Source: an optimization exercise on an open RTL-to-GDS flow (aim: small area). Production flows keep margins and buffers that such runs may drop.
In this exercise RTL edits were held to simulation tests only and were not proved equivalent to the original.
The clock port is modelled as an ideal driver; clocking choices that lean on that would not hold on a real chip.
Power figures rest on the tool's default switching activity, not on a simulated workload.

==> flow/design.v <==
module byte_escape_encoder (
    input  wire [7:0] v,
    output wire       hi,
    output wire       two
);
    assign hi  = (v[7:2] == 6'b011111);
    assign two = hi & (v[1] | v[0]);
endmodule
module byte_escape_decoder (
    input  wire       esc,
    input  wire [7:0] b,
    output wire       esc_next,
    output wire       out_valid,
    output wire [7:0] out_value
);
    wire hi = (b[7:2] == 6'b011111);
    assign esc_next  = ~esc & hi & b[1] & b[0];
    assign out_valid = esc ? ((b == 8'h2F) | (b[7:1] == 7'b0011000))
                           : ~(hi & b[0]);
    assign out_value = esc ? {6'b011111, b[4], b[0]} : b;
endmodule
module frame_sync_detector (
    input  wire [7:0] rx_data,
    output wire       is_sync,
    output wire       is_cmd
);
    assign is_sync = (rx_data == 8'h7E);
    assign is_cmd  = (rx_data == 8'h80);
endmodule
module renard_framer (
    input  wire       item,
    input  wire       code,
    input  wire       cmd,
    input  wire [7:0] buf_rdata,
    output wire [7:0] tx_data,
    output wire       item_two
);
    wire [7:0] v = buf_rdata;
    wire       hi;
    byte_escape_encoder u_enc (
        .v    (v),
        .hi   (hi),
        .two  (item_two)
    );
    wire [7:0] itemb = {v[7],
                        v[6] & ~code,
                        v[5],
                        v[4] & (~code | v[1]),
                        v[3] & ~(code & v[1]),
                        v[2] & ~(code & v[1]),
                        code ? ~v[1] : (v[1] | (hi & v[0])),
                        v[0] | (~code & hi & v[1])};
    assign tx_data = item ? itemb : (cmd ? 8'h80 : 8'h7E);
endmodule
module renard_codec (
    input  wire        clk,
    input  wire        rst,
    input  wire [31:0] cfg_rate,
    input  wire        cmd_valid,
    output wire        cmd_ready,
    input  wire [1:0]  cmd_op,
    input  wire [9:0]  cmd_n,
    output wire        busy,
    output wire        done,
    output reg  [1:0]  status,
    output wire [9:0]  buf_addr,
    output wire        buf_we,
    output wire [7:0]  buf_wdata,
    input  wire [7:0]  buf_rdata,
    output wire        tx_valid,
    output wire [7:0]  tx_data,
    input  wire        tx_ready,
    input  wire        rx_valid,
    input  wire [7:0]  rx_data,
    output wire        rx_ready,
    output wire        open_valid,
    output wire [31:0] open_rate,
    input  wire        open_ready
);
    localparam [3:0] IDLE    = 4'b0110,
                     IDLE_D  = 4'b0111,    
                     I_FILL  = 4'b1010,
                     I_OPEN  = 4'b1011,
                     W_SYNC  = 4'b0010,
                     W_CMD   = 4'b0011,
                     W_DATA  = 4'b0000,
                     W_CODE  = 4'b0001,
                     R_HUNT  = 4'b1110,
                     R_AWAIT = 4'b1111,
                     R_DATA  = 4'b1100,
                     R_ESC   = 4'b1101;    
    localparam [1:0] ST_OK = 2'd0, ST_FRAMING = 2'd1, ST_INVALID = 2'd2, ST_ILLEGAL = 2'd3;
    reg [3:0]  phase;
    reg [8:0]  idx;       
    reg [9:0]  N;
    wire       bound = ~(N[9] & N[0]);
    reg [31:0] rate;
    wire idle    = (~phase[3] & phase[2]);
    wire in_w    = (~phase[3] & ~phase[2]);
    wire in_r    = (phase[3] & phase[2]);
    wire in_fill = (phase[3] & ~phase[2] & ~phase[0]);
    wire in_open = (phase[3] & ~phase[2] & phase[0]);
    wire in_data = (phase[3] & ~phase[1]);
    wire esc     = (phase[0]);        
    wire wzero   = (~phase[2]);         
    wire fr_item = (~phase[1]);    
    wire fr_code = (phase[0]);    
    wire fr_cmd  = (phase[0]);     
    reg        step;      
    wire [9:0] carry;
    wire [9:0] idx_sum;
    assign carry[0] = step;
    genvar gi;
    generate
        for (gi = 0; gi < 9; gi = gi + 1) begin : g_inc
            assign idx_sum[gi]  = idx[gi] ^ carry[gi];
            assign carry[gi+1]  = idx[gi] & carry[gi];
        end
    endgenerate
    assign idx_sum[9] = carry[9];
    wire       eq      = (idx_sum == N);
    wire       last    = eq;
    wire       n_zero  = eq;
    wire item_two;
    renard_framer u_framer (
        .item      (fr_item),
        .code      (fr_code),
        .cmd       (fr_cmd),
        .buf_rdata (buf_rdata),
        .tx_data   (tx_data),
        .item_two  (item_two)
    );
    wire is_sync, is_cmd;
    frame_sync_detector u_fsd (
        .rx_data (rx_data),
        .is_sync (is_sync),
        .is_cmd  (is_cmd)
    );
    wire       dec_esc_next;
    wire       dec_out_valid;
    wire [7:0] dec_out_value;
    byte_escape_decoder u_dec (
        .esc       (esc),
        .b         (rx_data),
        .esc_next  (dec_esc_next),
        .out_valid (dec_out_valid),
        .out_value (dec_out_value)
    );
    wire store = in_data & rx_valid & dec_out_valid;
    assign cmd_ready  = idle;
    assign busy       = ~idle;
    assign done       = (~phase[3] & phase[2] & phase[0]);
    assign buf_addr   = {1'b0, idx};
    assign buf_we     = ~rst & (in_fill | store);
    assign buf_wdata  = wzero ? 8'h00 : dec_out_value;
    assign tx_valid   = ~rst & in_w;
    assign rx_ready   = ~rst & in_r;
    assign open_valid = ~rst & in_open;
    assign open_rate  = rate;
    wire n_bad = cmd_n[9] & (|cmd_n[8:0]);    
    wire load_n = idle & cmd_valid & (cmd_op == 2'd0) & ~bound & ~n_bad;
    reg [3:0] phase_n;
    reg [1:0] fin_st;     
    always @(*) begin
        phase_n = phase;
        fin_st  = ST_OK;
        step    = 1'b0;
        casez (phase)
            4'b01?0, 4'b01?1: begin
                phase_n = IDLE;
                if (cmd_valid) begin
                    phase_n = IDLE_D;
                    fin_st  = ST_ILLEGAL;
                    case (cmd_op)
                        2'd0: begin
                            if (!bound) begin
                                if (n_bad)
                                    fin_st = ST_INVALID;
                                else
                                    phase_n = (cmd_n == 10'd0) ? I_OPEN : I_FILL;
                            end
                        end
                        2'd1: if (bound) phase_n = W_SYNC;
                        2'd2: if (bound) phase_n = R_HUNT;
                        default: ;
                    endcase
                end
            end
            4'b10?0: begin
                step = 1'b1;
                if (last) phase_n = I_OPEN;
            end
            4'b10?1: begin
                if (open_ready) phase_n = IDLE_D;
            end
            4'b0010: if (tx_ready) phase_n = W_CMD;
            4'b0011:  if (tx_ready) phase_n = n_zero ? IDLE_D : W_DATA;
            4'b0?00, 4'b0?01: begin
                if (tx_ready) begin
                    if (item_two & ~fr_code) begin
                        phase_n = W_CODE;
                    end else begin
                        step    = 1'b1;
                        phase_n = last ? IDLE_D : W_DATA;
                    end
                end
            end
            4'b1110: if (rx_valid & is_sync) phase_n = R_AWAIT;
            4'b1111: begin
                if (rx_valid) begin
                    if (!is_cmd)
                        fin_st = ST_FRAMING;
                    phase_n = (!is_cmd | n_zero) ? IDLE_D : R_DATA;
                end
            end
            4'b1?00, 4'b1?01: begin
                if (rx_valid) begin
                    phase_n = dec_esc_next ? R_ESC : R_DATA;
                    if (dec_out_valid) begin
                        step = 1'b1;
                        if (last) phase_n = IDLE_D;
                    end
                end
            end
            default: phase_n = IDLE;
        endcase
    end
    always @(posedge clk) begin
        if (rst) begin
            phase  <= IDLE;
            status <= ST_OK;
        end else begin
            phase <= phase_n;
            if (phase_n == IDLE_D)
                status <= fin_st;
        end
    end
    always @(posedge clk) begin
        idx <= idle ? 9'd0 : idx_sum[8:0];
        if (load_n)
            N[8:1] <= cmd_n[8:1];
        if (rst | load_n) begin
            N[9] <= rst | cmd_n[9];
            N[0] <= rst | cmd_n[0];
        end
        if (rst)
            rate <= cfg_rate;
    end
endmodule
==> flow/flow/run.sh <==
#!/bin/bash
# ORFS layout (the standard.sh) with:
#  - the standard flow's synthesis script, with ABC run on an area-oriented script;
#  - minimum-size (buf_1) port buffers;
#  - the clock distributed by four buffers, one per quarter of the registers (pre_cts.tcl),
#    in place of the clock tree synthesis H-tree.
# Every tool's output goes to the ORFS logs under orfs/logs and to standard.log here.
set -euo pipefail
here=$(pwd)
{ head -n 1 synth_recipe.tcl; cat flow/abc_override.tcl; tail -n +2 synth_recipe.tcl; } > own_synth.tcl
export MY_ABC_SCRIPT=$here/flow/abc_area.abc
export BUFFER_PORTS_ARGS="-buffer_cell sky130_fd_sc_hd__buf_1"
export ONE_CLKBUF=sky130_fd_sc_hd__clkbuf_8
export PRE_CTS_TCL=$here/flow/pre_cts.tcl
export CTS_ARGS="-clk_nets clk -sink_clustering_enable -repair_clock_nets -dont_use_dummy_load -buf_list sky130_fd_sc_hd__clkbuf_8"
bash standard.sh SYNTH_SCRIPT=$here/own_synth.tcl finish > standard.log 2>&1
==> flow/flow/abc_area.abc <==
strash; &get -n; &fraig -x; &put; scorr; dc2; strash; &get -n; &deepsyn -J 400 -T 600; &dch -f; &nf -R 1000; &put
==> flow/flow/abc_override.tcl <==
# Replaces ORFS's ABC call: same liberty and don't-use cells, but an area-oriented script
# (flow/abc_area.abc) instead of the delay-driven one; registers are not passed to ABC.
proc abc {args} {
  set out {}
  set skip 0
  foreach a $args {
    if {$skip} { set skip 0; continue }
    if {$a in {-script -D -constr}} { set skip 1; continue }
    lappend out $a
  }
  yosys abc {*}$out -script $::env(MY_ABC_SCRIPT)
}
==> flow/flow/pre_cts.tcl <==
# Clock distribution without a tree: the registers are split into four groups by position
# (halves by x, then halves by y), and one clock buffer at the centre of each group drives
# that group's clock pins. The clock port then feeds only the four buffers.
set block [ord::get_db_block]
set dbu [$block getDbUnitsPerMicron]
set items {}
foreach pin [get_pins -of_objects [get_nets clk]] {
  if { [get_property $pin direction] ne "input" } { continue }
  set iname [get_full_name [get_cells -of_objects $pin]]
  set inst [$block findInst [string map {"\[" "\\\[" "\]" "\\\]"} $iname]]
  set bb [$inst getBBox]
  set x [expr {([$bb xMin] + [$bb xMax]) / 2.0 / $dbu}]
  set y [expr {([$bb yMin] + [$bb yMax]) / 2.0 / $dbu}]
  lappend items [list $x $y $pin]
}
proc halves { l key } {
  set s [lsort -real -index $key $l]
  set h [expr {[llength $s] / 2}]
  return [list [lrange $s 0 [expr {$h - 1}]] [lrange $s $h end]]
}
set groups {}
foreach half [halves $items 0] {
  foreach q [halves $half 1] { lappend groups $q }
}
set i 0
foreach g $groups {
  if { [llength $g] == 0 } { continue }
  set sx 0.0
  set sy 0.0
  set pins {}
  foreach it $g {
    set sx [expr {$sx + [lindex $it 0]}]
    set sy [expr {$sy + [lindex $it 1]}]
    lappend pins [lindex $it 2]
  }
  set n [llength $g]
  set cx [expr {$sx / $n}]
  set cy [expr {$sy / $n}]
  puts "pre_cts: group $i, $n clock pins, buffer at $cx $cy"
  insert_buffer -buffer_cell $::env(ONE_CLKBUF) -net clk -load_pins $pins \
    -location [list $cx $cy] -buffer_name clkbuf_grp$i
  incr i
}
==> flow/standard.sh <==
#!/bin/bash
# synth_recipe.tcl (not shown) runs the flow's synth.tcl, then flattens the netlist and writes it again
# the make line also repeats each setting of config.mk as NAME=value (left out here)
make -C /OpenROAD-flow-scripts/flow DESIGN_CONFIG=/design/flow/config.mk WORK_HOME=/design/flow/orfs CLKGATE_MAP_FILE= SYNTH_SCRIPT=/design/flow/synth_recipe.tcl "${@:-finish}"
==> flow/config.mk <==
export PLATFORM = sky130hd
export DESIGN_NAME = renard_codec
export DESIGN_NICKNAME = renard_codec
export VERILOG_FILES = /design/flow/design.v
export SDC_FILE = /design/flow/constraint.sdc
export NUM_CORES = 4
export LEC_CHECK = 0
export CAP_MARGIN = 20
export CORE_MARGIN = 2
export CORE_UTILIZATION = 40
export PLACE_DENSITY = 0.6
export SLEW_MARGIN = 20
==> flow/constraint.sdc <==
create_clock -name core_clock -period 8.0 [get_ports {clk}]
set_input_delay 1.6000 -clock core_clock [delete_from_list [all_inputs] [get_ports {clk}]]
set_output_delay 1.6000 -clock core_clock [all_outputs]
set_load 0.01 [all_outputs]
==> results of run 1 <==
==> worst max-delay path, stage by stage <==
cell and delay [ps]:
buf_1 100, nand3_1 80, or4_1 560, a31oi_1 210
a21oi_1 120, ha_1 200, ha_1 180, ha_1 170
ha_1 170, ha_1 190, ha_1 180, and2_0 160
ha_1 190, ha_1 300, clkinv_1 70, o221ai_1 110
nor4_1 440, o22ai_1 190, nor2_1 150, nand2_1 70
a311oi_1 320, nor3b_1 420, mux2i_1 230, a21oi_1 80
==> worst max path at each step <==
stage                 to         start  cells past startpoint  slack, ps
3_3_place_gp   status[0]  buf_rdata[2]                     24       1490
3_5_place_dp   status[0]  buf_rdata[3]                     24       1350
5_1_grt        status[0]  buf_rdata[3]                     24       1150
6_report       status[0]  buf_rdata[3]                     24       1530
4_1_cts        status[0]  buf_rdata[3]                     24       1320
2_1_floorplan  status[0]  buf_rdata[3]                     23       2070
==> metrics by stage <==
step | worst slack, ps | util (%)
finish | 1530 | 52.2
floorplan | 2070 | -
global route | 1150 | 52.2
CTS | 1320 | 52.2
detailed placement | 1350 | 51.3
global placement | 1490 | 51.3
==> layout make-up, without the clock buffers <==
type	count	area, um2	share of cell area, %
inverters	11	41.3	1.33
multi-input cells	142	866	27.8
flip-flops and latches	57	1560	50.2
well taps	75	93.8	3.02
repair buffers	131	493	15.8
==> where the power goes <==
| group | total, mW | switching (mW) | internal (mW) |
|---|---|---|---|
| Combinational | 0.0792 | 0.0511 | 0.0282 |
| Sequential | 0.343 | 0.00814 | 0.335 |
| Clock | 0.114 | 0.0682 | 0.0460 |
==> state kept, by name, indices dropped and copies added (netlist names) <==
name and flops:
status 2, N 10, phase 4, idx 9, rate 32
==> kinds of logic (layout without fill, tap and decap cells) <==
kind of cell | count (synthesis) | count (layout) | share of synthesized area, %
compound gates | 32 | 32 | 8.59
xor+xnor | 8 | 8 | 2.83
fa+ha+maj | 9 | 9 | 4.55
buf+inv | 12 | 146 | 1.97
flops | 57 | 57 | 63.1
mux | 2 | 2 | 0.809
other cells | 1 | 1 | 0.151
simple gates | 90 | 90 | 18.0
==> per-layer routing <==
| layer | track usage (%) | vias to the layer above | share of wire [%] |
|---|---|---|---|
| li1 | - | 1039 | - |
| met1 | 21.3 | 934 | 44 |
| met2 | 29.5 | 115 | 45 |
| met3 | 3.37 | 2 | 11 |
| met4 | 1.48 | 0 | 0.81 |
| met5 | 0 | - | 0 |
==> synthesized netlist by cell type (5+ instances only) <==
cell      count  area [um2]
nor3_1        7        35.0
a21oi_1       7        35.0
nand3_1       5        25.0
nand2_1      13        48.8
edfxtp_1     42        1260
o21ai_0       6        30.0
xnor2_1       5        43.8
clkinv_1     11        41.3
and2_0        8        50.1
ha_1          9         113
nor2_1       34         128
dfxtp_1      15         300
==> results.py, run 1 <==
metrics = {
    "pwr": {
        "finalPower_mw": 0.537,
        "p_leak_nw": 1.06,
        "vdd_drop_max_v": 0.000146,
        "powerDensity_mw_per_mm2": 173,
    },
    "worst_setup_path": {
        "path_max_fanout": 4,
        "crit_path_end_kind": "register",
        "r2r_slack_ps": 2370,
        "crit_arrival_ps": 6470,
        "critPathLaunchType": "input pin",
        "crit_type": "input pin to register",
        "critPathRequiredTime_ps": 7990,
        "regToRegEndpoint": "status[0]",
        "r2r_cells": 24,
        "r2r_start": "phase[0]",
    },
    "drt": {
        "ant_nets": 0,
        "routed_wl_um": 5950,
        "viasPerCell": 4.98,
        "wl_per_cell_um": 14.2,
        "drc": 0,
        "first_pass_iters": 4,
        "vias": 2090,
        "drtIter0Drc": 60,
    },
    "min_path": {
        "min_to": "status[1]",
        "whs_path_depth": 2,
        "hp-class": "register to register",
        "holdCritStartpoint": "status[1]",
    },
    "sta": {
        "finalSetupViolCount": 0,
        "drv_slew": 0,
        "final.setup.tns_ps": 0,
        "period_needed_ps": 6470,
        "min_period_over_period_pct": 80.9,
        "max_slew_margin_pct": 33.5,
        "fmaxAchievable_mhz": 154,
        "hold_viol": 0,
        "whs_ps": 509,
        "max_slew.worst_pin.slew_ps": 997,
        "fin_skew_ps": 1.76,
        "rsz0062_at_grt": "false",
    },
    "logic_synthesis": {
        "syn_area_mm2": 0.00248,
        "ys_seq_elements": 57,
        "yosysWarnings": 1,
        "seq_area_frac_synth_pct": 63.1,
        "synth_cell_type_count": 40,
        "synth_edf_count": 42,
        "syn-num-nets": 286,
        "synthCells": 211,
        "ys.flop_type": "edfxtp_1",
        "synthArstFlopShare_pct": 0,
        "synth.avg_cell_area_um2": 11.7,
    },
    "finish": {
        "final_layout_size_suffix_gt1_share_pct": 1.45,
        "layout_common_cells": "buf_1 (130), edfxtp_1 (42), nor2_1 (34), dfxtp_1 (15), nand2_1 (13)",
        "mostFrequentLayoutCell": "buf_1",
        "fillCellCount": 588,
        "final_area_mm2": 0.00311,
        "nets": 422,
        "area_delta_synth_final_pct": 25.6,
        "antenna_cells": 0,
        "fin_cells": 420,
    },
    "place": {
        "portBuffers": 131,
        "gp_congestion": 0.774,
        "dpl_cell_area_mm2": 0.00306,
        "dp_hpwl_um": 4710,
        "dp.cells": 416,
    },
    "floorplan": {
        "core_mm2": 0.00596,
        "dieWidth_um": 82.7,
        "die_h_um": 82.7,
        "fp.dieArea_mm2": 0.00684,
        "placement_rows": 28,
        "start_util_pct": 41.6,
        "boundaryPins": 133,
    },
    "global_routing": {
        "antenna_found_initial": 0,
        "grt_max_degree": 46,
        "grt_use_total_pct": 16.5,
        "gr-total-overflow": 0,
        "grt_first_pass_wirelength_um": 8990,
        "first_global_vias": 1964,
    },
    "clock_network": {
        "cts_hold_buf": 0,
        "cts_resized": 0,
        "insertion_delay_ps": 150,
        "clk_pin_slew_worst_paths_ps": 90,
        "post_cts_buffers": 0,
    },
    "status": {
        "status": "timing/DRC/antenna clean",
    },
    "run": {
        "drv_cap": 0,
    },
}
==> run 2: changes to the inputs <==
--- a/flow/flow/run.sh
+++ b/flow/flow/run.sh
@@ -13,2 +13,3 @@
 export ONE_CLKBUF=sky130_fd_sc_hd__clkbuf_8
+export CLK_GROUPS=3
 export PRE_CTS_TCL=$here/flow/pre_cts.tcl
--- a/flow/flow/pre_cts.tcl
+++ b/flow/flow/pre_cts.tcl
@@ -1,4 +1 @@
-# Clock distribution without a tree: the registers are split into four groups by position
-# (halves by x, then halves by y), and one clock buffer at the centre of each group drives
-# that group's clock pins. The clock port then feeds only the four buffers.
 set block [ord::get_db_block]
@@ -21,4 +18,14 @@
 set groups {}
-foreach half [halves $items 0] {
-  foreach q [halves $half 1] { lappend groups $q }
+if { $::env(CLK_GROUPS) == 4 } {
+  foreach half [halves $items 0] {
+    foreach q [halves $half 1] { lappend groups $q }
+  }
+} else {
+  # CLK_GROUPS slices by x
+  set k $::env(CLK_GROUPS)
+  set s [lsort -real -index 0 $items]
+  set n [llength $s]
+  for {set j 0} {$j < $k} {incr j} {
+    lappend groups [lrange $s [expr {$j * $n / $k}] [expr {($j + 1) * $n / $k - 1}]]
+  }
 }
--- a/flow/config.mk
+++ b/flow/config.mk
@@ -10,3 +10,3 @@
 export CORE_UTILIZATION = 40
-export PLACE_DENSITY = 0.6
+export PLACE_DENSITY = 0.8
 export SLEW_MARGIN = 20
==> results.py, run 2 <==
metrics = {
    "status": {
        "status": "timing/DRC/antenna clean",
    },
    "finish": {
        "antenna_cells": 0,
        "largest-register": "rate",
        "area_delta_synth_final_pct": 25.1,
        "nets": 421,
        "layout_common_cells": "buf_1 (130), edfxtp_1 (42), nor2_1 (34), dfxtp_1 (15), nand2_1 (13)",
        "fillCellCount": 560,
        "reg.largest.list": "rate (32), N (10), idx (9)",
        "final_layout_size_suffix_gt1_share_pct": 1.16,
        "multi_input_area_um2": 866,
        "largest_register_ffs": 32,
        "register_area_mm2": 0.00156,
        "mostFrequentLayoutCell": "buf_1",
    },
    "logic_synthesis": {
        "synth_top_area_share_pct": 50.9,
        "ys.flop_type": "edfxtp_1",
        "yosys.area_share.simple_pct": 18.0,
        "synth_edf_count": 42,
        "synthCells": 211,
        "synthArstFlopShare_pct": 0,
        "synth_common_cells": "edfxtp_1 (42), nor2_1 (34), dfxtp_1 (15), nand2_1 (13), clkinv_1 (11)",
        "synth.largest_area_cell": "edfxtp_1",
        "seq_area_frac_synth_pct": 63.1,
        "syn_area_mm2": 0.00248,
        "synth-adder-area-share_pct": 4.55,
        "ys_seq_elements": 57,
        "synth_mux_area_share_pct": 0.808,
        "yosys.area_share.xor_xnor_pct": 2.83,
        "synth_top_family_by_area": "simple AND/OR/NAND/NOR gates",
        "yosysWarnings": 1,
        "synth_area_leaders": "edfxtp_1 (51%), dfxtp_1 (12%), nor2_1 (5.2%), ha_1 (4.5%), and2_0 (2.0%)",
        "synth_compound_area_share_pct": 8.59,
        "synth_cell_type_count": 40,
        "syn-num-nets": 286,
        "synth_most_common_cell": "edfxtp_1",
        "synth.avg_cell_area_um2": 11.7,
    },
    "clock_network": {
        "clk_pin_slew_worst_paths_ps": 110,
        "cts_resized": 0,
        "insertion_delay_ps": 170,
        "cts_hold_buf": 0,
        "post_cts_buffers": 0,
    },
    "sta": {
        "min_period_over_period_pct": 82.0,
        "drv_slew": 0,
        "fmaxAchievable_mhz": 152,
        "hold_viol": 0,
        "period_needed_ps": 6560,
        "max_slew_margin_pct": 33.3,
        "max_slew.worst_pin.slew_ps": 1000,
        "finalSetupViolCount": 0,
        "rsz0062_at_grt": "false",
        "final.setup.tns_ps": 0,
        "fin_skew_ps": 3.91,
        "whs_ps": 524,
    },
    "worst_setup_path": {
        "path_max_fanout": 4,
        "crit_type": "input pin to register",
        "crit_arrival_ps": 6580,
        "critPathRequiredTime_ps": 8020,
        "crit_path_end_kind": "register",
        "critPathLaunchType": "input pin",
    },
    "global_routing": {
        "grt_max_degree": 46,
        "grt_use_total_pct": 15.5,
        "gr-total-overflow": 0,
        "antenna_found_initial": 0,
        "first_global_vias": 1864,
        "grt_first_pass_wirelength_um": 8510,
    },
    "drt": {
        "drtIter0Drc": 98,
        "wl_per_cell_um": 14.3,
        "vias": 2110,
        "ant_nets": 0,
        "drc": 0,
        "routed_wl_um": 5980,
        "first_pass_iters": 4,
        "viasPerCell": 5.04,
    },
    "floorplan": {
        "dieWidth_um": 82.7,
        "fp.dieArea_mm2": 0.00684,
        "placement_rows": 28,
        "boundaryPins": 133,
        "start_util_pct": 41.6,
        "die_h_um": 82.7,
        "core_mm2": 0.00596,
    },
    "place": {
        "gp_congestion": 0.858,
        "portBuffers": 131,
        "dp_hpwl_um": 4840,
    },
    "pwr": {
        "vdd_drop_max_v": 0.000179,
        "powerDensity_mw_per_mm2": 170,
        "p_leak_nw": 1.05,
    },
    "min_path": {
        "hp-class": "register to register",
    },
    "run": {
        "drv_cap": 0,
    },
}
==> run 2: cell counts after synthesis <==
Identical to the previous run, type by type.
==> run 2: worst paths after layout <==
check | start | to | slack, ps | cells after the start
setup reg to reg | phase[0] | status[0] | 2300 | 24
setup / recovery | buf_rdata[2] | status[0] | 1440 | 24
hold reg to reg | status[1] | status[1] | 520 | 2
hold / removal | status[1] | status[1] | 520 | 2
==> run 2: routing by layer <==
metal	vias up	share of wire [%]	GRT usage, %
met4	0	1.3	2.46
met1	958	37	18.1
li1	1040	-	-
met2	103	52	30.4
met3	9	10	2.17
met5	-	0	0
==> run 2: per-stage QoR <==
| step | cells | util (%) | cell area, um2 | setup WS (ps) | power, mW |
|---|---|---|---|---|---|
| 4_1_cts | 419 | 52.0 | 3100 | 1280 | 0.508 |
| 3_5_place_dp | 416 | 51.3 | 3060 | 1300 | 0.431 |
| 5_1_grt | 419 | 52.0 | 3100 | 993 | 0.554 |
| 2_1_floorplan | 211 | - | 2480 | 2070 | 0.388 |
| 3_3_place_gp | 416 | 51.3 | 3060 | 1530 | 0.428 |
| 6_report | 419 | 52.0 | 3100 | 1440 | 0.527 |
==> run 2: layout make-up, without the clock buffers <==
type / instances / area share, %
flip-flops and latches: 57 / 50.4
inverters: 11 / 1.33
multi-input cells: 142 / 28.0
well taps: 75 / 3.03
repair buffers: 131 / 15.9
==> run 2: where the power goes <==
group / total, mW / internal, mW / leakage (nW) / switching [mW]
sequential: 0.343 / 0.335 / 0.525 / 0.00824
clock: 0.104 / 0.0351 / 0.0216 / 0.0691
combinational: 0.0796 / 0.0282 / 0.506 / 0.0515
==> run 2: logic make-up after synthesis <==
group,after synthesis
simple gates,90
flops,57
compound gates,32
buf+inv,12
fa+ha+maj,9
xor+xnor,8
mux,2
other cells,1
==> run 2: critical path, stage by stage <==
cell and delay (ps):
buf_1 100, nand3_1 80, or4_1 570, a31oi_1 220, a21oi_1 130, ha_1 200
ha_1 180, ha_1 180, ha_1 180, ha_1 200, ha_1 180, and2_0 150
ha_1 180, ha_1 290, clkinv_1 70, o221ai_1 120, nor4_1 460, o22ai_1 190
nor2_1 150, nand2_1 80, a311oi_1 370, nor3b_1 410, mux2i_1 230, a21oi_1 80
==> run 3: changes to the inputs <==
--- a/flow/design.v
+++ b/flow/design.v
@@ -79,14 +79,14 @@
 );
-    localparam [3:0] IDLE    = 4'b0110,
-                     IDLE_D  = 4'b0111,    
-                     I_FILL  = 4'b1010,
-                     I_OPEN  = 4'b1011,
-                     W_SYNC  = 4'b0010,
-                     W_CMD   = 4'b0011,
-                     W_DATA  = 4'b0000,
-                     W_CODE  = 4'b0001,
-                     R_HUNT  = 4'b1110,
-                     R_AWAIT = 4'b1111,
-                     R_DATA  = 4'b1100,
-                     R_ESC   = 4'b1101;    
+    localparam [3:0] IDLE    = 4'b0111,
+                     IDLE_D  = 4'b0110,    
+                     I_FILL  = 4'b1001,
+                     I_OPEN  = 4'b1000,
+                     W_SYNC  = 4'b1101,
+                     W_CMD   = 4'b1100,
+                     W_DATA  = 4'b1110,
+                     W_CODE  = 4'b1111,
+                     R_HUNT  = 4'b0001,
+                     R_AWAIT = 4'b0011,
+                     R_DATA  = 4'b0000,
+                     R_ESC   = 4'b0010;    
     localparam [1:0] ST_OK = 2'd0, ST_FRAMING = 2'd1, ST_INVALID = 2'd2, ST_ILLEGAL = 2'd3;
@@ -98,12 +98,12 @@
     wire idle    = (~phase[3] & phase[2]);
-    wire in_w    = (~phase[3] & ~phase[2]);
-    wire in_r    = (phase[3] & phase[2]);
-    wire in_fill = (phase[3] & ~phase[2] & ~phase[0]);
-    wire in_open = (phase[3] & ~phase[2] & phase[0]);
-    wire in_data = (phase[3] & ~phase[1]);
-    wire esc     = (phase[0]);        
-    wire wzero   = (~phase[2]);         
-    wire fr_item = (~phase[1]);    
+    wire in_w    = (phase[3] & phase[2]);
+    wire in_r    = (~phase[3] & ~phase[2]);
+    wire in_fill = (phase[3] & ~phase[2] & phase[0]);
+    wire in_open = (phase[3] & ~phase[2] & ~phase[0]);
+    wire in_data = (~phase[3] & ~phase[2] & ~phase[0]);
+    wire esc     = (phase[1]);        
+    wire wzero   = (phase[3]);         
+    wire fr_item = (phase[1]);    
     wire fr_code = (phase[0]);    
-    wire fr_cmd  = (phase[0]);     
+    wire fr_cmd  = (~phase[0]);     
     reg        step;      
@@ -151,3 +151,3 @@
     assign busy       = ~idle;
-    assign done       = (~phase[3] & phase[2] & phase[0]);
+    assign done       = (~phase[3] & phase[2] & ~phase[0]);
     assign buf_addr   = {1'b0, idx};
@@ -168,3 +168,3 @@
         casez (phase)
-            4'b01?0, 4'b01?1: begin
+            4'b01?1, 4'b01?0: begin
                 phase_n = IDLE;
@@ -188,3 +188,3 @@
             end
-            4'b10?0: begin
+            4'b10?1: begin
                 step = 1'b1;
@@ -192,8 +192,8 @@
             end
-            4'b10?1: begin
+            4'b10?0: begin
                 if (open_ready) phase_n = IDLE_D;
             end
-            4'b0010: if (tx_ready) phase_n = W_CMD;
-            4'b0011:  if (tx_ready) phase_n = n_zero ? IDLE_D : W_DATA;
-            4'b0?00, 4'b0?01: begin
+            4'b?101: if (tx_ready) phase_n = W_CMD;
+            4'b?100:  if (tx_ready) phase_n = n_zero ? IDLE_D : W_DATA;
+            4'b1?10, 4'b1?11: begin
                 if (tx_ready) begin
@@ -207,4 +207,4 @@
             end
-            4'b1110: if (rx_valid & is_sync) phase_n = R_AWAIT;
-            4'b1111: begin
+            4'b0?01: if (rx_valid & is_sync) phase_n = R_AWAIT;
+            4'b?011: begin
                 if (rx_valid) begin
@@ -215,3 +215,3 @@
             end
-            4'b1?00, 4'b1?01: begin
+            4'b0?00, 4'b?010: begin
                 if (rx_valid) begin
==> results.py, run 3 <==
metrics = {
    "floorplan": {
        "placement_rows": 28,
        "boundaryPins": 133,
        "core_mm2": 0.00592,
        "start_util_pct": 41.5,
        "die_h_um": 82.3,
        "dieWidth_um": 82.3,
        "fp.dieArea_mm2": 0.00678,
    },
    "logic_synthesis": {
        "yosysWarnings": 1,
        "syn-num-nets": 282,
        "synth_cell_type_count": 39,
        "synth_most_common_cell": "edfxtp_1",
        "synthArstFlopShare_pct": 0,
        "synth_area_leaders": "edfxtp_1 (51%), dfxtp_1 (12%), ha_1 (4.6%), xor2_1 (3.6%), nand2_1 (3.4%)",
        "ys.flop_type": "edfxtp_1",
        "synth_common_cells": "edfxtp_1 (42), nand2_1 (22), nor2_1 (22), dfxtp_1 (15)",
        "synth_edf_count": 42,
        "synthCells": 207,
        "syn_area_mm2": 0.00245,
        "seq_area_frac_synth_pct": 63.6,
        "synth_top_area_share_pct": 51.4,
        "ys_seq_elements": 57,
        "synth.avg_cell_area_um2": 11.9,
        "synth.largest_area_cell": "edfxtp_1",
    },
    "sta": {
        "hold_viol": 0,
        "final.setup.tns_ps": 0,
        "period_needed_ps": 6050,
        "finalSetupViolCount": 0,
        "fin_skew_ps": 4.51,
        "rsz0062_at_grt": "false",
        "max_slew_margin_pct": 59.4,
        "fmaxAchievable_mhz": 165,
        "drv_slew": 0,
        "setup_slack_ps": 1950,
        "min_period_over_period_pct": 75.6,
        "max_slew.worst_pin.slew_ps": 608,
    },
    "worst_setup_path": {
        "critPathLaunchType": "input pin",
        "crit_type": "input pin to register",
        "crit_top_cell": "ha_1",
        "crit_arrival_ps": 6110,
        "cpMaxStageDelayCell": "or4_1",
        "critPathMaxStageDelay_ps": 580,
        "path_max_fanout": 3,
        "crit_start": "buf_rdata[6]",
        "cp_cell_sequence": "buf_1 > nand3_1 > or4_1 > nor2b_1 > nand2_1 > o21ai_0 > ha_1 > ha_1 > ha_1 > ha_1 > ha_1 > ha_1 > and2_0 > ha_1 > ha_1 > xor2_1 > nor4_1 > nand3_1 > o31ai_1 > a311oi_1 > a221o_1 > mux2_1",
        "r2r_start": "phase[1]",
        "critPathRequiredTime_ps": 8060,
        "crit_path_end_kind": "register",
        "r2r_slack_ps": 2650,
    },
    "drt": {
        "wl_per_cell_um": 13.6,
        "first_pass_iters": 4,
        "ant_nets": 0,
        "vias": 2112,
        "routed_wl_um": 5640,
        "drtIter0Drc": 61,
        "viasPerCell": 5.08,
        "drc": 0,
    },
    "finish": {
        "reg.largest.list": "rate (32), N (10), idx (9)",
        "area_delta_synth_final_pct": 25.6,
        "mostFrequentLayoutCell": "buf_1",
        "layout_common_cells": "buf_1 (130), edfxtp_1 (42), nand2_1 (22), nor2_1 (22), dfxtp_1 (15)",
        "largest-register": "rate",
        "final_layout_size_suffix_gt1_share_pct": 1.47,
        "register_area_mm2": 0.00156,
        "fin_cells": 416,
        "nets": 418,
        "multi_input_area_um2": 852,
        "fillCellCount": 544,
        "final_area_mm2": 0.00308,
        "antenna_cells": 0,
        "largest_register_ffs": 32,
    },
    "min_path": {
        "holdCritStartpoint": "status[0]",
        "hp-class": "register to register",
    },
    "place": {
        "dp_hpwl_um": 4560,
        "portBuffers": 131,
        "dp_slack_ps": 1790,
        "dp.cells": 413,
        "dpl_cell_area_mm2": 0.00304,
        "gp_congestion": 0.965,
    },
    "pwr": {
        "vdd_drop_max_v": 0.000213,
        "p_leak_nw": 1.08,
        "powerDensity_mw_per_mm2": 181,
        "finalPower_mw": 0.558,
    },
    "global_routing": {
        "grt_use_total_pct": 14.3,
        "gr-total-overflow": 0,
        "grt_max_degree": 44,
        "first_global_vias": 1792,
        "grt_first_pass_wirelength_um": 7750,
        "antenna_found_initial": 0,
    },
    "clock_network": {
        "cts_hold_buf": 0,
        "insertion_delay_ps": 160,
        "cts_resized": 0,
        "clk_pin_slew_worst_paths_ps": 100,
        "post_cts_buffers": 0,
    },
    "run": {
        "drv_cap": 0,
    },
    "status": {
        "status": "timing/DRC/antenna clean",
    },
}
-- run 3: cell count changes after synthesis, sizes merged, moves of 3 or more --
cell | before | now
o221ai | 3 | 0
nor2 | 34 | 22
xor2 | 3 | 10
nand2 | 13 | 22
o21ai | 6 | 9
xnor2 | 5 | 1
-- run 3: kinds of logic after synthesis --
kind of cell / share of synthesized area [%]
buffers and inverters: 1.68
other: 0.153
muxes: 0.459
adders and majority gates: 4.59
and+or+nand+nor: 16.6
xor gates and xnor gates: 3.92
DFF: 63.6
AOI/OAI and AO/OA: 8.97
-- run 3: cell type report, without the clock buffers --
type                       count  area share (%)
inverter                       9            1.10
multi-input combinational    140            27.6
sequential                    57            50.6
tap                           75            3.04
timing repair buffer         132            16.2
-- run 3: per-stage QoR --
stage	util, %	hold WS [ps]
floorplan	-	484
global placement	51.4	461
detailed placement	51.4	460
CTS	52.1	460
global route	52.1	509
finish	52.1	477
-- run 3: metal layers --
layer  vias to the layer above  part of all wire, %  global-route usage [%]
met5                         -                    0                       0
met4                         0                 0.82                    2.00
met3                         6                   11                    1.96
met2                       115                   50                    28.1
met1                       961                   38                    16.5
li1                       1030                    -                       -
-- run 3: critical path, delay by kind of cell --
kind | cells | cell delay, ps
AOI/OAI and AO/OA | 4 | 880
xor gates and xnor gates | 1 | 150
adders and majority gates | 8 | 1590
buffers and inverters | 1 | 70
muxes | 1 | 310
and+or+nand+nor | 7 | 1500
-- run 3: worst paths after layout --
check,endpoint,cells after the start
hold / removal,status[0],2
setup / recovery,status[1],22
hold reg to reg,status[0],2
setup reg to reg,status[1],21
-- run 3: where the power goes --
group	total [mW]	switching, mW	internal [mW]
Combinational	0.104	0.0666	0.0373
Clock	0.101	0.0660	0.0350
Sequential	0.353	0.0147	0.338
==> run 4: changes to the inputs <==
--- a/flow/flow/run.sh
+++ b/flow/flow/run.sh
@@ -4,4 +4,5 @@
 #  - minimum-size (buf_1) port buffers;
-#  - the clock distributed by four buffers, one per quarter of the registers (pre_cts.tcl),
-#    in place of the clock tree synthesis H-tree.
+#  - the clock distributed by CLK_GROUPS (3) clock buffers, each driving the registers of one
+#    slice of the core (pre_cts.tcl), in place of the clock tree synthesis H-tree; CTS then
+#    finds the clock net already buffered and adds nothing.
 # Every tool's output goes to the ORFS logs under orfs/logs and to standard.log here.
==> results.py, run 4 <==
metrics = {
    "place": {
        "portBuffers": 131,
        "dp_hpwl_um": 4560,
        "gp_congestion": 0.965,
        "dp_slack_ps": 1790,
    },
    "run": {
        "drv_cap": 0,
    },
    "sta": {
        "max_slew.worst_pin.slew_ps": 608,
        "period_needed_ps": 6050,
        "hold_viol": 0,
        "max_slew_margin_pct": 59.4,
        "finalSetupViolCount": 0,
        "min_period_over_period_pct": 75.6,
        "final.setup.tns_ps": 0,
        "whs_ps": 477,
        "fin_skew_ps": 4.51,
        "fmaxAchievable_mhz": 165,
        "drv_slew": 0,
        "rsz0062_at_grt": "false",
        "setup_slack_ps": 1950,
    },
    "pwr": {
        "vdd_drop_max_v": 0.000213,
        "powerDensity_mw_per_mm2": 181,
        "power_frac_comb_pct": 18.6,
        "clkPwrFrac_pct": 18.1,
        "power.share.switching_pct": 26.4,
        "p_seq_share_pct": 63.3,
        "p_leak_nw": 1.08,
        "p_int_mw": 0.410,
        "p_sw_mw": 0.147,
    },
    "drt": {
        "viasPerCell": 5.08,
        "ant_nets": 0,
        "vias": 2112,
        "first_pass_iters": 4,
        "drtIter0Drc": 61,
        "drc": 0,
        "routed_wl_um": 5640,
        "wl_per_cell_um": 13.6,
    },
    "logic_synthesis": {
        "synth.avg_cell_area_um2": 11.9,
        "seq_area_frac_synth_pct": 63.6,
        "synth.largest_area_cell": "edfxtp_1",
        "ys_seq_elements": 57,
        "synth_top_area_share_pct": 51.4,
        "yosysWarnings": 1,
        "synth_edf_count": 42,
        "synthCells": 207,
        "ys.flop_type": "edfxtp_1",
        "syn-num-nets": 282,
        "synthArstFlopShare_pct": 0,
        "synth_most_common_cell": "edfxtp_1",
        "synth_area_leaders": "edfxtp_1 (51%), dfxtp_1 (12%), ha_1 (4.6%), xor2_1 (3.6%), nand2_1 (3.4%)",
        "syn_area_mm2": 0.00245,
        "synth_cell_type_count": 39,
        "synth_common_cells": "edfxtp_1 (42), nand2_1 (22), nor2_1 (22), dfxtp_1 (15)",
    },
    "clock_network": {
        "post_cts_buffers": 0,
        "clk_pin_slew_worst_paths_ps": 100,
        "insertion_delay_ps": 160,
        "cts_hold_buf": 0,
        "cts_resized": 0,
    },
    "floorplan": {
        "core_mm2": 0.00592,
        "die_h_um": 82.3,
        "start_util_pct": 41.5,
        "placement_rows": 28,
        "boundaryPins": 133,
        "fp.dieArea_mm2": 0.00678,
        "dieWidth_um": 82.3,
    },
    "finish": {
        "final_layout_size_suffix_gt1_share_pct": 1.47,
        "antenna_cells": 0,
        "area_delta_synth_final_pct": 25.6,
        "largest-register": "rate",
        "mostFrequentLayoutCell": "buf_1",
        "nets": 418,
        "largest_register_ffs": 32,
        "reg.largest.list": "rate (32), N (10), idx (9)",
        "layout_common_cells": "buf_1 (130), edfxtp_1 (42), nand2_1 (22), nor2_1 (22), dfxtp_1 (15)",
    },
    "worst_setup_path": {
        "cp_cell_sequence": "buf_1 > nand3_1 > or4_1 > nor2b_1 > nand2_1 > o21ai_0 > ha_1 > ha_1 > ha_1 > ha_1 > ha_1 > ha_1 > and2_0 > ha_1 > ha_1 > xor2_1 > nor4_1 > nand3_1 > o31ai_1 > a311oi_1 > a221o_1 > mux2_1",
        "crit_top_cell": "ha_1",
        "path_max_fanout": 3,
        "critPathMaxStageDelay_ps": 580,
        "cpMaxStageDelayCell": "or4_1",
        "worst-path-buf-inv": 1,
        "crit_arrival_ps": 6110,
        "crit_type": "input pin to register",
        "critPathLaunchType": "input pin",
        "crit_path_end_kind": "register",
        "critPathRequiredTime_ps": 8060,
        "path_delay_family": "adder cells",
    },
    "global_routing": {
        "grt_max_degree": 44,
        "grt_use_total_pct": 14.3,
        "grt_first_pass_wirelength_um": 7750,
        "first_global_vias": 1792,
        "antenna_found_initial": 0,
        "gr-total-overflow": 0,
    },
    "min_path": {
        "hp-class": "register to register",
    },
    "status": {
        "status": "timing/DRC/antenna clean",
    },
}
-- run 4: cell counts after synthesis --
No cell type changed its count.
-- run 4: metrics by stage --
stage	instance area (um2)	total power [mW]	utilization, %	instances
floorplan	2450	0.411	-	207
global placement	3040	0.462	51.4	413
detailed placement	3040	0.464	51.4	413
CTS	3080	0.542	52.1	416
global route	3080	0.590	52.1	416
finish	3080	0.558	52.1	416
-- run 4: worst paths after layout --
| kind | from | to | slack (ps) | depth (start not counted) |
|---|---|---|---|---|
| setup / recovery | buf_rdata[6] | status[1] | 1950 | 22 |
| hold / removal | status[0] | status[0] | 480 | 2 |
| setup reg to reg | phase[1] | status[1] | 2650 | 21 |
| hold reg to reg | status[0] | status[0] | 480 | 2 |
-- run 4: layout make-up, without the clock buffers --
type | instances | area, um2
well taps | 75 | 93.8
inverters | 9 | 33.8
flip-flops and latches | 57 | 1560
repair buffers | 132 | 500
fillers | 544 | 2840
multi-input cells | 140 | 852
-- run 4: worst register-to-register path, cell delays in order, from the launching register on --
cell	delay, ps
dfxtp_1	720
nand3_1	180
or4_1	580
nor2b_1	170
nand2_1	70
o21ai_0	120
ha_1	210
ha_1	180
ha_1	180
ha_1	180
ha_1	200
ha_1	170
and2_0	150
ha_1	180
ha_1	290
xor2_1	150
nor4_1	260
nand3_1	180
o31ai_1	320
a311oi_1	100
a221o_1	340
mux2_1	310
-- run 4: cells by family (layout without fill, tap and decap cells) --
kind of cell	Yosys count	in the layout	synth area share (%)
adder cells (fa/ha/maj)	9	9	4.59
flip-flops	57	57	63.6
multiplexers	1	1	0.459
AO/OA/AOI/OAI	34	34	8.97
XOR/XNOR	11	11	3.92
AND/OR/NAND/NOR	84	84	16.6
buffers and inverters	10	144	1.68
other	1	1	0.153
-- run 4: per-layer routing --
layer / GRT usage, % / part of all wire (%)
met1: 16.5 / 38
met2: 28.1 / 50
met3: 1.96 / 11
met4: 2.00 / 0.82
met5: 0 / 0
-- run 4: power groups by stage --
stage / combinational [mW] / sequential [mW] / clock (mW)
after floorplan: 0.0454 / 0.366 / 0
after global placement: 0.103 / 0.359 / 0
after detailed placement: 0.104 / 0.360 / 0
after CTS: 0.105 / 0.360 / 0.0770
after global routing: 0.118 / 0.356 / 0.117
final: 0.104 / 0.353 / 0.101

[separate check: timing with driven ports]
The flow's constraints put no driver on any port. The routed layouts listed below were extracted and timed again, unchanged, in two steps. Step 1, drivers: a clkbuf_16 drives clk and a buf_2 each remaining input, both assumed. Step 2 moves the port delays by t, midway between the first and last clock arrival at a register: inputs arrive t later, outputs are due t later. That takes back most of the time a late clock gives input paths. Three values: no drivers, after step 1, after step 2; two values: the first two.
run	t (ns)	setup WS [ns]	worst setup path after step 2	worst data-port slew with drivers (ns)	pins driven straight from the clock port
run 1	0.202	1.526 / 1.561 / 1.359	input to register	0.06	4
run 2	0.210	1.441 / 1.460 / 1.250	input to register	0.04	3
run 3	0.202	1.948 / 1.967 / 1.765	input to register	0.04	3
run 4	0.202	1.948 / 1.967 / 1.765	input to register	0.04	3
After both steps setup and hold are still met in every run listed. The setup slack of run 2, which loses most, moves by +0.019 ns with the drivers and by -0.191 ns with both steps.
